Background: an optimization exercise with open tools, aiming at small area, a short achievable clock period and few clock cycles. Do not read the settings as production practice. Only simulation tests tie the RTL to the original design; equivalence was not proved. No activity file was given, so power comes from the tool's default toggle rates.

==> build 61 <==
Design gorilla_enc, start of the top module:
module gorilla_enc (
    input  wire        clk,
    input  wire        rst,
    input  wire        in_valid,
    output wire        in_ready,
    input  wire [1:0]  in_op,
    input  wire [31:0] in_ts,
    input  wire [63:0] in_val,
    output wire        out_valid,
    input  wire        out_ready,
    output wire [63:0] out_data,
    output wire        out_last,
    output wire [3:0]  out_nbytes
);
    localparam OP_INIT   = 2'd0;
    localparam OP_PUSH   = 2'd1;
    localparam OP_FINISH = 2'd2;
    localparam B_IDLE  = 2'd0;
    localparam B_FRESH = 2'd1;
    localparam B_MANY  = 2'd2;
    localparam B_DONE  = 2'd3;
    localparam K_NONE   = 2'd0;
    localparam K_INIT   = 2'd1;
    localparam K_PUSH   = 2'd2;
    localparam K_FINISH = 2'd3;
    genvar gi;
    function [31:0] add32;
        input [31:0] a, b;
        input        ci;
        reg   [31:0] g, p, gg, pp;
        integer i, d;
        begin
            g  = a & b;
            p  = a ^ b;
            gg = g;
            pp = p;
            gg[0] = g[0] | (p[0] & ci);
            for (d = 1; d < 32; d = d * 2)
                for (i = 31; i >= d; i = i - 1) begin
                    gg[i] = gg[i] | (pp[i] & gg[i - d]);
                    pp[i] = pp[i] & pp[i - d];
                end
            add32 = p ^ {gg[30:0], ci};
        end
    endfunction
    function [7:0] add8;
        input [7:0] a, b;
        input       ci;
        reg   [7:0] g, p, gg, pp;
        integer i, d;
        begin
            g  = a & b;
            p  = a ^ b;
            gg = g;
            pp = p;
            gg[0] = g[0] | (p[0] & ci);
            for (d = 1; d < 8; d = d * 2)
                for (i = 7; i >= d; i = i - 1) begin
                    gg[i] = gg[i] | (pp[i] & gg[i - d]);
                    pp[i] = pp[i] & pp[i - d];
                end
            add8 = p ^ {gg[6:0], ci};
        end
    endfunction
    function [7:0] add8x4;
        input [7:0] a, b, c, d;
        input       ci;
        reg   [7:0] s1, c1, s2, c2;
        begin
  ...
==> flow/config.mk <==
export PLATFORM = sky130hd
export DESIGN_NAME = gorilla_enc
export DESIGN_NICKNAME = gorilla_enc
export VERILOG_FILES = /design/flow/design.v
export SDC_FILE = /design/flow/constraint.sdc
export NUM_CORES = 4
export LEC_CHECK = 0
export CAP_MARGIN = 40
export CORE_MARGIN = 2
export CORE_UTILIZATION = 45
export CTS_CLUSTER_DIAMETER = 80
export CTS_CLUSTER_SIZE = 30
export PLACE_DENSITY = 0.8
export SLEW_MARGIN = 40
export SETUP_SLACK_MARGIN = 10.7
export BUFFER_PORTS_ARGS = -buffer_cell sky130_fd_sc_hd__buf_1
==> flow/constraint.sdc <==
create_clock -name core_clock -period 15.0 [get_ports {clk}]
set_input_delay 3.0000 -clock core_clock [delete_from_list [all_inputs] [get_ports {clk}]]
set_output_delay 3.0000 -clock core_clock [all_outputs]
set_load 0.01 [all_outputs]
standard.sh (not shown) runs the stock make flow with config.mk's settings and CLKGATE_MAP_FILE= SYNTH_SCRIPT=/design/flow/synth_recipe.tcl, a recipe that flattens the netlist after the stock synthesis.
==> flow/flow/run.sh <==
#!/bin/bash
set -e
cd "$(dirname "$0")/.."
cp config.mk config.mk.orig
echo "export SETUP_SLACK_MARGIN = 10.7" >> config.mk
echo "export BUFFER_PORTS_ARGS = -buffer_cell sky130_fd_sc_hd__buf_1" >> config.mk
bash standard.sh > standard_flow.log 2>&1
==> trial 92 (differences from build 61) <==
--- a/flow/design.v
+++ b/flow/design.v
@@ -74,11 +74,10 @@
             add8x4 = add8(s2, c2, ci);
         end
     endfunction
     reg  rdy;
     reg  s1v, ov, dbl;
-    reg  ov_port;           
     wire stall = s1v || (ov && dbl);
     assign in_ready = rdy;
     reg        iv;
     reg [1:0]  iop;
     reg [31:0] its;
@@ -245,24 +244,19 @@
                         ({49{t_4}} & {36'd0, pf_rec});
     wire [48:0] hdr_push = {ts_rec, 13'd0} | pf_at;
     wire [7:0] tl = ({8{tcb[0]}} & 8'd1) | ({8{tcb[1]}} & 8'd9) | ({8{tcb[2]}} & 8'd12) |
                     ({8{tcb[3]}} & 8'd16) | ({8{tcb[4]}} & 8'd36);
     wire [7:0] p8 = {2'b00, pos};
-    wire [7:0] pt = add8(p8, tl, 1'b0);                
-    wire [7:0] vl_r = add8({1'b0, win_len}, 8'd2, 1'b0);
-    wire [7:0] vl_n = add8({1'b0, sig}, 8'd13, 1'b0);
-    wire [7:0] vd_r = add8(8'd2, ~{3'b000, win_l}, 1'b1);
-    wire [7:0] vd_n = add8(8'd13, ~{3'b000, lz_c}, 1'b1);
-    wire [7:0] s_z  = add8(pt, 8'd1, 1'b0);
-    wire [7:0] s_r  = add8(pt, vl_r, 1'b0);
-    wire [7:0] s_n  = add8(pt, vl_n, 1'b0);
+    wire [7:0] s_z  = add8x4(p8, tl, 8'd1, 8'd0, 1'b0);
+    wire [7:0] s_r  = add8x4(p8, tl, {1'b0, win_len}, 8'd2, 1'b0);
+    wire [7:0] s_n  = add8x4(p8, tl, {1'b0, sig}, 8'd13, 1'b0);
     wire [7:0] s_f  = add8(p8, 8'd78, 1'b0);
-    wire [7:0] q_r  = add8(pt, 8'd2, 1'b0);
-    wire [7:0] q_n  = add8(pt, 8'd13, 1'b0);
+    wire [7:0] q_r  = add8x4(p8, tl, 8'd2, 8'd0, 1'b0);
+    wire [7:0] q_n  = add8x4(p8, tl, 8'd13, 8'd0, 1'b0);
     wire [7:0] q_f  = add8(p8, 8'd14, 1'b0);
-    wire [7:0] r_r  = add8(pt, vd_r, 1'b0);
-    wire [7:0] r_n  = add8(pt, vd_n, 1'b0);
+    wire [7:0] r_r  = add8x4(p8, tl, ~{3'b000, win_l}, 8'd2, 1'b1);
+    wire [7:0] r_n  = add8x4(p8, tl, ~{3'b000, lz_c}, 8'd13, 1'b1);
     wire [7:0] sum   = ({8{v_f}} & s_f) | ({8{v_z}} & s_z) | ({8{v_r}} & s_r) | ({8{v_n}} & s_n);
     wire [6:0] q_nx  = ({7{v_f}} & q_f[6:0]) | ({7{v_z}} & s_z[6:0]) |
                        ({7{v_r}} & q_r[6:0]) | ({7{v_n}} & q_n[6:0]);
     wire [5:0] ra_nx = ({6{v_f}} & q_f[5:0]) | ({6{v_r}} & r_r[5:0]) | ({6{v_n}} & r_n[5:0]);
     wire [7:0] fs8   = add8({2'b00, pos}, 8'd44, 1'b0);
@@ -361,18 +355,16 @@
     wire [1:0] k2_nx  = stall ? k2 : kb;
     wire [1:0] c2_nx  = stall ? c2 : c_nx;
     wire       dbl_nx = (k2_nx == K_PUSH || k2_nx == K_FINISH) && c2_nx[1];
     always @(posedge clk) begin
         if (rst) begin
-            ov      <= 1'b0;
-            ov_port <= 1'b0;
-            s1v     <= 1'b0;
-            dbl     <= 1'b0;
-            rdy     <= 1'b1;
+            ov  <= 1'b0;
+            s1v <= 1'b0;
+            dbl <= 1'b0;
+            rdy <= 1'b1;
         end else begin
-            ov      <= ov_nx;
-            ov_port <= s1v || (ov_port && !out_ready) || n1;
+            ov  <= ov_nx;
             s1v <= s1v_nx;
             dbl <= dbl_nx;
             rdy <= !(s1v_nx || (ov_nx && dbl_nx));
             if (s1v) begin
                 if (take) begin
@@ -396,10 +388,10 @@
                     s1_nb   <= nb2;
                 end
             end
         end
     end
-    assign out_valid  = ov_port;
+    assign out_valid  = ov;
     assign out_data   = o_data;
     assign out_last   = o_last;
     assign out_nbytes = o_nb;
 endmodule
==> flow/flow/run.sh (replaced) <==
#!/bin/bash
set -e
cd "$(dirname "$0")/.."
cp config.mk config.mk.orig
echo "export SETUP_SLACK_MARGIN = 10.6" >> config.mk
bash standard.sh > standard_flow.log 2>&1
==> flow/config.mk (replaced) <==
export PLATFORM = sky130hd
export DESIGN_NAME = gorilla_enc
export DESIGN_NICKNAME = gorilla_enc
export VERILOG_FILES = /design/flow/design.v
export SDC_FILE = /design/flow/constraint.sdc
export NUM_CORES = 4
export LEC_CHECK = 0
export CAP_MARGIN = 40
export CORE_MARGIN = 2
export CORE_UTILIZATION = 25
export CTS_CLUSTER_DIAMETER = 80
export CTS_CLUSTER_SIZE = 30
export SLEW_MARGIN = 40
export SETUP_SLACK_MARGIN = 10.6
==> trial 90 (differences from build 61) <==
--- a/flow/design.v
+++ b/flow/design.v
@@ -73,13 +73,13 @@
             c2 = ((s1 & c1) | (s1 & d) | (c1 & d)) << 1;
             add8x4 = add8(s2, c2, ci);
         end
     endfunction
     reg  rdy;
-    reg  s1v, ov, dbl;
-    reg  ov_port;           
-    wire stall = s1v || (ov && dbl);
+    reg  s1v, ov, one, dbl;    
+    reg  ov_port;              
+    wire stall = (s1v && one) || (ov && dbl);
     assign in_ready = rdy;
     reg        iv;
     reg [1:0]  iop;
     reg [31:0] its;
     reg [63:0] ival;
@@ -113,14 +113,11 @@
                 (&dod[31:6]  && dod[5:0]  != 6'd0);
     wire d_c2 = (dod[31:9]  == 23'd0 && (!dod[8]  || dod[7:0]  == 8'd0)) ||
                 (&dod[31:8]  && dod[7:0]  != 8'd0);
     wire d_c3 = (dod[31:12] == 20'd0 && (!dod[11] || dod[10:0] == 11'd0)) ||
                 (&dod[31:11] && dod[10:0] != 11'd0);
-    wire [4:0] tcls = dz   ? 5'b00001 :
-                      d_c1 ? 5'b00010 :
-                      d_c2 ? 5'b00100 :
-                      d_c3 ? 5'b01000 : 5'b10000;
+    wire [3:0] tcls = {d_c3, d_c2, d_c1, dz};
     wire [63:0] vx = ival ^ vprev;
     wire [7:0]  bnz;        
     wire [2:0]  blz [0:7];  
     wire [2:0]  btz [0:7];  
     generate
@@ -158,11 +155,10 @@
             lz6 = lz6 | ({6{hsel[k]}} & {3'd7 - k[2:0], blz[k]});
             tz6 = tz6 | ({6{lsel[k]}} & {k[2:0], btz[k]});
         end
     end
     wire [4:0] lz_c6 = lz6[5] ? 5'd31 : lz6[4:0];
-    wire [7:0] sig8a = add8x4(8'd64, ~{3'b000, lz_c6}, ~{2'b00, tz6}, 8'd1, 1'b1);
     always @(posedge clk) begin
         if (rst) begin
             bstate <= B_IDLE;
         end else begin
             if (do_init) begin
@@ -182,33 +178,40 @@
         else if (do_push)
             vprev <= ival;
     end
     reg [1:0]  kb;
     reg        fb;          
-    reg [4:0]  tcb;
+    reg [3:0]  tcr;         
     reg [31:0] db;          
     reg [63:0] xb;
     reg [4:0]  lzb;         
     reg [5:0]  tzb;
-    reg [6:0]  sgb;         
     reg        vzb;
     always @(posedge clk) begin
         if (rst)
             kb <= K_NONE;
         else if (!stall)
             kb <= do_init ? K_INIT : do_push ? K_PUSH : do_fin ? K_FINISH : K_NONE;
         if (!stall) begin
             fb  <= first;
-            tcb <= tcls;
-            db  <= (iop == OP_INIT) ? its : first ? {18'd0, td14} : dod;
-            xb  <= (iop == OP_PUSH) ? vx : 64'd0;
+            tcr <= tcls;
             lzb <= lz_c6;
-            sgb <= sig8a[6:0];
             tzb <= tz6;
             vzb <= vz;
         end
     end
+    wire go_i = !stall && (iop == OP_INIT);
+    wire go_f = !stall && (iop != OP_INIT) && first;
+    wire go_d = !stall && (iop != OP_INIT) && !first;
+    wire go_x = !stall && (iop == OP_PUSH);
+    wire [31:0] db_nx = ({32{stall}} & db) | ({32{go_i}} & its) |
+                        ({32{go_f}} & {18'd0, td14}) | ({32{go_d}} & dod);
+    wire [63:0] xb_nx = ({64{stall}} & xb) | ({64{go_x}} & vx);
+    always @(posedge clk) begin
+        db <= db_nx;
+        xb <= xb_nx;
+    end
     reg        win_valid;
     reg [4:0]  win_l;
     reg [5:0]  win_t;
     reg [6:0]  win_len;     
     reg [5:0]  pos;         
@@ -217,12 +220,17 @@
     wire kb_fin  = (kb == K_FINISH);
     wire [7:0] l_ge = add8({3'b000, lzb}, ~{3'b000, win_l}, 1'b1);
     wire [7:0] t_ge = add8({2'b00, tzb}, ~{2'b00, win_t}, 1'b1);
     wire reuse = win_valid && !l_ge[7] && !t_ge[7];
     wire [4:0] lz_c = lzb;
-    wire [6:0] sig  = sgb;
+    wire [7:0] sig8 = add8x4(8'd64, ~{3'b000, lzb}, ~{2'b00, tzb}, 8'd1, 1'b1);
+    wire [6:0] sig  = sig8[6:0];
     wire t_f = fb;
+    wire [4:0] tcb = tcr[0] ? 5'b00001 :
+                     tcr[1] ? 5'b00010 :
+                     tcr[2] ? 5'b00100 :
+                     tcr[3] ? 5'b01000 : 5'b10000;
     wire t_0 = !fb && tcb[0];
     wire t_1 = !fb && tcb[1];
     wire t_2 = !fb && tcb[2];
     wire t_3 = !fb && tcb[3];
     wire t_4 = !fb && tcb[4];
@@ -247,11 +255,11 @@
     wire [7:0] tl = ({8{tcb[0]}} & 8'd1) | ({8{tcb[1]}} & 8'd9) | ({8{tcb[2]}} & 8'd12) |
                     ({8{tcb[3]}} & 8'd16) | ({8{tcb[4]}} & 8'd36);
     wire [7:0] p8 = {2'b00, pos};
     wire [7:0] pt = add8(p8, tl, 1'b0);                
     wire [7:0] vl_r = add8({1'b0, win_len}, 8'd2, 1'b0);
-    wire [7:0] vl_n = add8({1'b0, sig}, 8'd13, 1'b0);
+    wire [7:0] vl_n = add8x4(8'd77, ~{3'b000, lzb}, ~{2'b00, tzb}, 8'd1, 1'b1);
     wire [7:0] vd_r = add8(8'd2, ~{3'b000, win_l}, 1'b1);
     wire [7:0] vd_n = add8(8'd13, ~{3'b000, lz_c}, 1'b1);
     wire [7:0] s_z  = add8(pt, 8'd1, 1'b0);
     wire [7:0] s_r  = add8(pt, vl_r, 1'b0);
     wire [7:0] s_n  = add8(pt, vl_n, 1'b0);
@@ -299,18 +307,23 @@
         end else if (!stall) begin
             k2 <= kb;
             c2 <= c_nx;
         end
         if (!stall) begin
-            hdr2 <= kb_init ? {db, 17'd0} :
-                    kb_fin  ? {4'hF, 32'hFFFFFFFF, 13'd0} : hdr_push;
             x2   <= xb;
             cnt2 <= pos;
             q2   <= q_nx;
             ra2  <= ra_nx;
         end
     end
+    wire h_i = !stall && kb_init;
+    wire h_f = !stall && kb_fin;
+    wire h_p = !stall && !kb_init && !kb_fin;
+    wire [48:0] hdr2_nx = ({49{stall}} & hdr2) | ({49{h_i}} & {db, 17'd0}) |
+                          ({49{h_f}} & {4'hF, 32'hFFFFFFFF, 13'd0}) | ({49{h_p}} & hdr_push);
+    always @(posedge clk)
+        hdr2 <= hdr2_nx;
     reg [63:0] acc;         
     reg [63:0] o_data, s1_data;
     reg        o_last, s1_last;
     reg [3:0]  o_nb, s1_nb;
     wire k_push = (k2 == K_PUSH);
@@ -345,61 +358,64 @@
     wire [63:0] w_f1 = (h_rot & ~m_h) | (q2[6] ? p_lo : p_hi);
     wire [63:0] w_f2 = q2[6] ? p_hi : 64'd0;
     wire emits = (k_push || k_fin);
     wire n1 = !stall && emits && (c2 != 2'd0);
     wire n2 = !stall && emits && c2[1];
-    always @(posedge clk) begin
-        if (!stall) begin
-            if (k_init)
-                acc <= {hdr2[48:17], 32'd0};
-            else if (k_push)
-                acc <= c2[1] ? w_f2 : c2[0] ? w_f1 : w_f;
-        end
-    end
+    wire a_go   = !stall && (k_init || k_push);
+    wire a_init = a_go && k_init;
+    wire a_f    = a_go && !k_init && (c2 == 2'd0);
+    wire a_f1   = a_go && !k_init && (c2 == 2'd1);
+    wire a_f2   = a_go && !k_init && c2[1];
+    wire [63:0] acc_nx = ({64{!a_go}} & acc) | ({64{a_init}} & {hdr2[48:17], 32'd0}) |
+                         ({64{a_f}} & w_f) | ({64{a_f1}} & w_f1) | ({64{a_f2}} & w_f2);
+    always @(posedge clk)
+        acc <= acc_nx;
     wire take = ov && out_ready;
     wire ov_nx  = s1v || (ov && !take) || n1;
     wire s1v_nx = s1v ? !take : (ov && !take) ? n1 : n2;
     wire [1:0] k2_nx  = stall ? k2 : kb;
     wire [1:0] c2_nx  = stall ? c2 : c_nx;
-    wire       dbl_nx = (k2_nx == K_PUSH || k2_nx == K_FINISH) && c2_nx[1];
+    wire       emit_nx = (k2_nx == K_PUSH || k2_nx == K_FINISH);
+    wire       one_nx = emit_nx && (c2_nx != 2'd0);
+    wire       dbl_nx = emit_nx && c2_nx[1];
     always @(posedge clk) begin
         if (rst) begin
             ov      <= 1'b0;
             ov_port <= 1'b0;
             s1v     <= 1'b0;
+            one     <= 1'b0;
             dbl     <= 1'b0;
             rdy     <= 1'b1;
         end else begin
             ov      <= ov_nx;
             ov_port <= s1v || (ov_port && !out_ready) || n1;
             s1v <= s1v_nx;
+            one <= one_nx;
             dbl <= dbl_nx;
-            rdy <= !(s1v_nx || (ov_nx && dbl_nx));
-            if (s1v) begin
-                if (take) begin
-                    o_data <= s1_data;
-                    o_last <= s1_last;
-                    o_nb   <= s1_nb;
-                end
-            end else if (ov && !take) begin
-                if (n1) begin
-                    s1_data <= w_f;
-                    s1_last <= l1;
-                    s1_nb   <= nb1;
-                end
-            end else begin
-                o_data <= w_f;
-                o_last <= l1;
-                o_nb   <= nb1;
-                if (n2) begin
-                    s1_data <= w_f1;
-                    s1_last <= k_fin;
-                    s1_nb   <= nb2;
-                end
-            end
+            rdy <= !((s1v_nx && one_nx) || (ov_nx && dbl_nx));
         end
     end
+    wire        o_hold = ov && !out_ready;
+    wire        o_sp   = !o_hold && s1v;
+    wire        o_pk   = !o_hold && !s1v;
+    wire [63:0] o_data_nx = ({64{o_hold}} & o_data) | ({64{o_sp}} & s1_data) | ({64{o_pk}} & w_f);
+    wire        o_last_nx = (o_hold & o_last) | (o_sp & s1_last) | (o_pk & l1);
+    wire [3:0]  o_nb_nx   = ({4{o_hold}} & o_nb) | ({4{o_sp}} & s1_nb) | ({4{o_pk}} & nb1);
+    wire        sp_f  = !s1v && o_hold && n1;
+    wire        sp_f1  = !s1v && !o_hold && n2;
+    wire        sp_hld = !sp_f && !sp_f1;
+    wire [63:0] s1_data_nx = ({64{sp_hld}} & s1_data) | ({64{sp_f}} & w_f) | ({64{sp_f1}} & w_f1);
+    wire        s1_last_nx = (sp_hld & s1_last) | (sp_f & l1) | (sp_f1 & k_fin);
+    wire [3:0]  s1_nb_nx   = ({4{sp_hld}} & s1_nb) | ({4{sp_f}} & nb1) | ({4{sp_f1}} & nb2);
+    always @(posedge clk) begin
+        s1_data <= s1_data_nx;
+        s1_last <= s1_last_nx;
+        s1_nb   <= s1_nb_nx;
+        o_data <= o_data_nx;
+        o_last <= o_last_nx;
+        o_nb   <= o_nb_nx;
+    end
     assign out_valid  = ov_port;
     assign out_data   = o_data;
     assign out_last   = o_last;
     assign out_nbytes = o_nb;
 endmodule
==> flow/flow/run.sh (replaced) <==
#!/bin/bash
set -e
cd "$(dirname "$0")/.."
cp config.mk config.mk.orig
echo "export SETUP_SLACK_MARGIN = 10.75" >> config.mk
echo "export BUFFER_PORTS_ARGS = -buffer_cell sky130_fd_sc_hd__buf_1" >> config.mk
bash standard.sh > standard_flow.log 2>&1
--- a/flow/config.mk
+++ b/flow/config.mk
@@ -10,7 +10,7 @@
 export CORE_UTILIZATION = 45
 export CTS_CLUSTER_DIAMETER = 80
 export CTS_CLUSTER_SIZE = 30
 export PLACE_DENSITY = 0.8
 export SLEW_MARGIN = 40
-export SETUP_SLACK_MARGIN = 10.7
+export SETUP_SLACK_MARGIN = 10.75
 export BUFFER_PORTS_ARGS = -buffer_cell sky130_fd_sc_hd__buf_1
==> build 3 (differences from build 61) <==
--- a/flow/design.v
+++ b/flow/design.v
@@ -74,11 +74,10 @@
             add8x4 = add8(s2, c2, ci);
         end
     endfunction
     reg  rdy;
     reg  s1v, ov, dbl;
-    reg  ov_port;           
     wire stall = s1v || (ov && dbl);
     assign in_ready = rdy;
     reg        iv;
     reg [1:0]  iop;
     reg [31:0] its;
@@ -361,18 +360,16 @@
     wire [1:0] k2_nx  = stall ? k2 : kb;
     wire [1:0] c2_nx  = stall ? c2 : c_nx;
     wire       dbl_nx = (k2_nx == K_PUSH || k2_nx == K_FINISH) && c2_nx[1];
     always @(posedge clk) begin
         if (rst) begin
-            ov      <= 1'b0;
-            ov_port <= 1'b0;
-            s1v     <= 1'b0;
-            dbl     <= 1'b0;
-            rdy     <= 1'b1;
+            ov  <= 1'b0;
+            s1v <= 1'b0;
+            dbl <= 1'b0;
+            rdy <= 1'b1;
         end else begin
-            ov      <= ov_nx;
-            ov_port <= s1v || (ov_port && !out_ready) || n1;
+            ov  <= ov_nx;
             s1v <= s1v_nx;
             dbl <= dbl_nx;
             rdy <= !(s1v_nx || (ov_nx && dbl_nx));
             if (s1v) begin
                 if (take) begin
@@ -396,10 +393,10 @@
                     s1_nb   <= nb2;
                 end
             end
         end
     end
-    assign out_valid  = ov_port;
+    assign out_valid  = ov;
     assign out_data   = o_data;
     assign out_last   = o_last;
     assign out_nbytes = o_nb;
 endmodule
==> flow/flow/run.sh (replaced) <==
#!/bin/bash
set -e
cd "$(dirname "$0")/.."
cp config.mk config.mk.orig
echo "export SETUP_SLACK_MARGIN = 10.6" >> config.mk
bash standard.sh > standard_flow.log 2>&1
==> flow/config.mk (replaced) <==
export PLATFORM = sky130hd
export DESIGN_NAME = gorilla_enc
export DESIGN_NICKNAME = gorilla_enc
export VERILOG_FILES = /design/flow/design.v
export SDC_FILE = /design/flow/constraint.sdc
export NUM_CORES = 4
export LEC_CHECK = 0
export CAP_MARGIN = 40
export CORE_MARGIN = 2
export CORE_UTILIZATION = 25
export CTS_CLUSTER_DIAMETER = 80
export CTS_CLUSTER_SIZE = 30
export SLEW_MARGIN = 40
export SETUP_SLACK_MARGIN = 10.6
==> notes.md <==
Result of the run: build 3 timing/DRC/antenna clean; build 61 timing/DRC/antenna clean; trial 92 timing/DRC/antenna clean; trial 90 timing/DRC/antenna clean
Sequential cell area: build 3 20800 um2; build 61 20800 um2; trial 92 20800 um2; trial 90 17200 um2
CTS resizes: build 3 175; build 61 33; trial 92 337; trial 90 52
Placement Setup Slack: build 3 9.34 ns; build 61 9.49 ns; trial 92 9.21 ns; trial 90 9.77 ns
Register bit count reported by yosys: build 3 719; build 61 720; trial 92 719; trial 90 713
Maximum ir drop on the vdd rail: build 3 0.0000898 V; build 61 0.000127 V; trial 92 0.0000969 V; trial 90 0.000104 V
Clock network power: build 3 1650 uW; build 61 1400 uW; trial 92 1950 uW; trial 90 1430 uW
Non-clock inverter instance count of the final layout: build 3 220; build 61 212; trial 92 253; trial 90 203
Number of global-route vias before repair: build 3 34.6k; build 61 34.3k; trial 92 35.8k; trial 90 36.1k
DR WL met3: build 3 11800 um; build 61 16500 um; trial 92 15100 um; trial 90 15200 um
CP max stage cell: build 3 sky130_fd_sc_hd__edfxtp_1; build 61 sky130_fd_sc_hd__edfxtp_1; trial 92 sky130_fd_sc_hd__dfxtp_2; trial 90 sky130_fd_sc_hd__dfxtp_1
Number of distinct standard cells referenced by the synthesized netlist: build 3 93; build 61 108; trial 92 86; trial 90 86
Share of total power in the clock network: build 3 29.3%; build 61 26.3%; trial 92 31.5%; trial 90 25.7%
Crit path from: build 3 o_data[18]; build 61 o_data[7]; trial 92 ov; trial 90 o_nb[3]
Placer congestion estimate: build 3 1.01; build 61 1.06; trial 92 0.990; trial 90 1.07
Number of enable-type register cells in the synthesized netlist: build 3 642; build 61 642; trial 92 642; trial 90 287
Highest achievable clock rate: build 3 230 MHz; build 61 230 MHz; trial 92 225 MHz; trial 90 236 MHz
Net switching fraction of the power: build 3 34.9%; build 61 34.0%; trial 92 36.7%; trial 90 37.2%
Critical path destination: build 3 out_data[18]; build 61 out_data[7]; trial 92 out_valid; trial 90 out_nbytes[3]
Core Util, Final: build 3 29.1%; build 61 49.6%; trial 92 29.1%; trial 90 49.5%
Hold endpoint: build 3 x2[53]; build 61 x2[49]; trial 92 x2[3]; trial 90 x2[14]
Share of the synthesized netlist area taken by xor and xnor gates: build 3 4.78%; build 61 4.97%; trial 92 4.33%; trial 90 4.84%
Tap Cells: build 3 2480; build 61 1368; trial 92 2511; trial 90 1287
Post-layout worst setup margin: build 3 10.65 ns; build 61 10.65 ns; trial 92 10.56 ns; trial 90 10.76 ns
Testbench counts of build 61, summed over its fixed seeds: cycles 16,346.
Testbench counts of trial 92, summed over its fixed seeds: cycles 16,346.
Testbench counts of trial 90, summed over its fixed seeds: cycles 16,225.
Testbench counts of build 3, summed over its fixed seeds: cycles 16,346.

-- what the ideal ports hide --
The results above use ideal ports. As a check the final layouts listed here were re-extracted and re-timed, cells and wires unchanged. Step 1: set_driving_cell puts a clkbuf_16 on clk and a buf_2 on each other input, an assumption about the parent block. Step 2 adds t to the input delays and takes it off the output delays; t is the mean of the earliest and latest rising clock arrival at the registers after step 1. Input paths then give back, and output paths get back, about the clock's delay inside the block. a / b / c = ideal / step 1 / step 2; a / b = the first two.
run | t (ns) | setup slack, ns | hold slack, ns | worst setup path after step 2 | latest minus earliest clock arrival (ns)
build 61 | 0.720 | 10.653 / 10.582 / 10.095 | 0.421 / 0.421 / 0.421 | input to register | 0.063 / 0.063
trial 92 | 0.805 | 10.556 / 10.483 / 9.901 | 0.424 / 0.424 / 0.424 | input to register | 0.082 / 0.083
trial 90 | 0.738 | 10.762 / 10.693 / 10.114 | 0.429 / 0.429 / 0.429 | input to register | 0.039 / 0.038
build 3 | 0.748 | 10.654 / 10.581 / 9.870 | 0.429 / 0.429 / 0.429 | input to register | 0.048 / 0.047
After both steps every run listed still meets setup and hold. For build 3, which loses most, drivers alone change the setup slack by -0.073 ns; drivers and shift together by -0.784 ns.
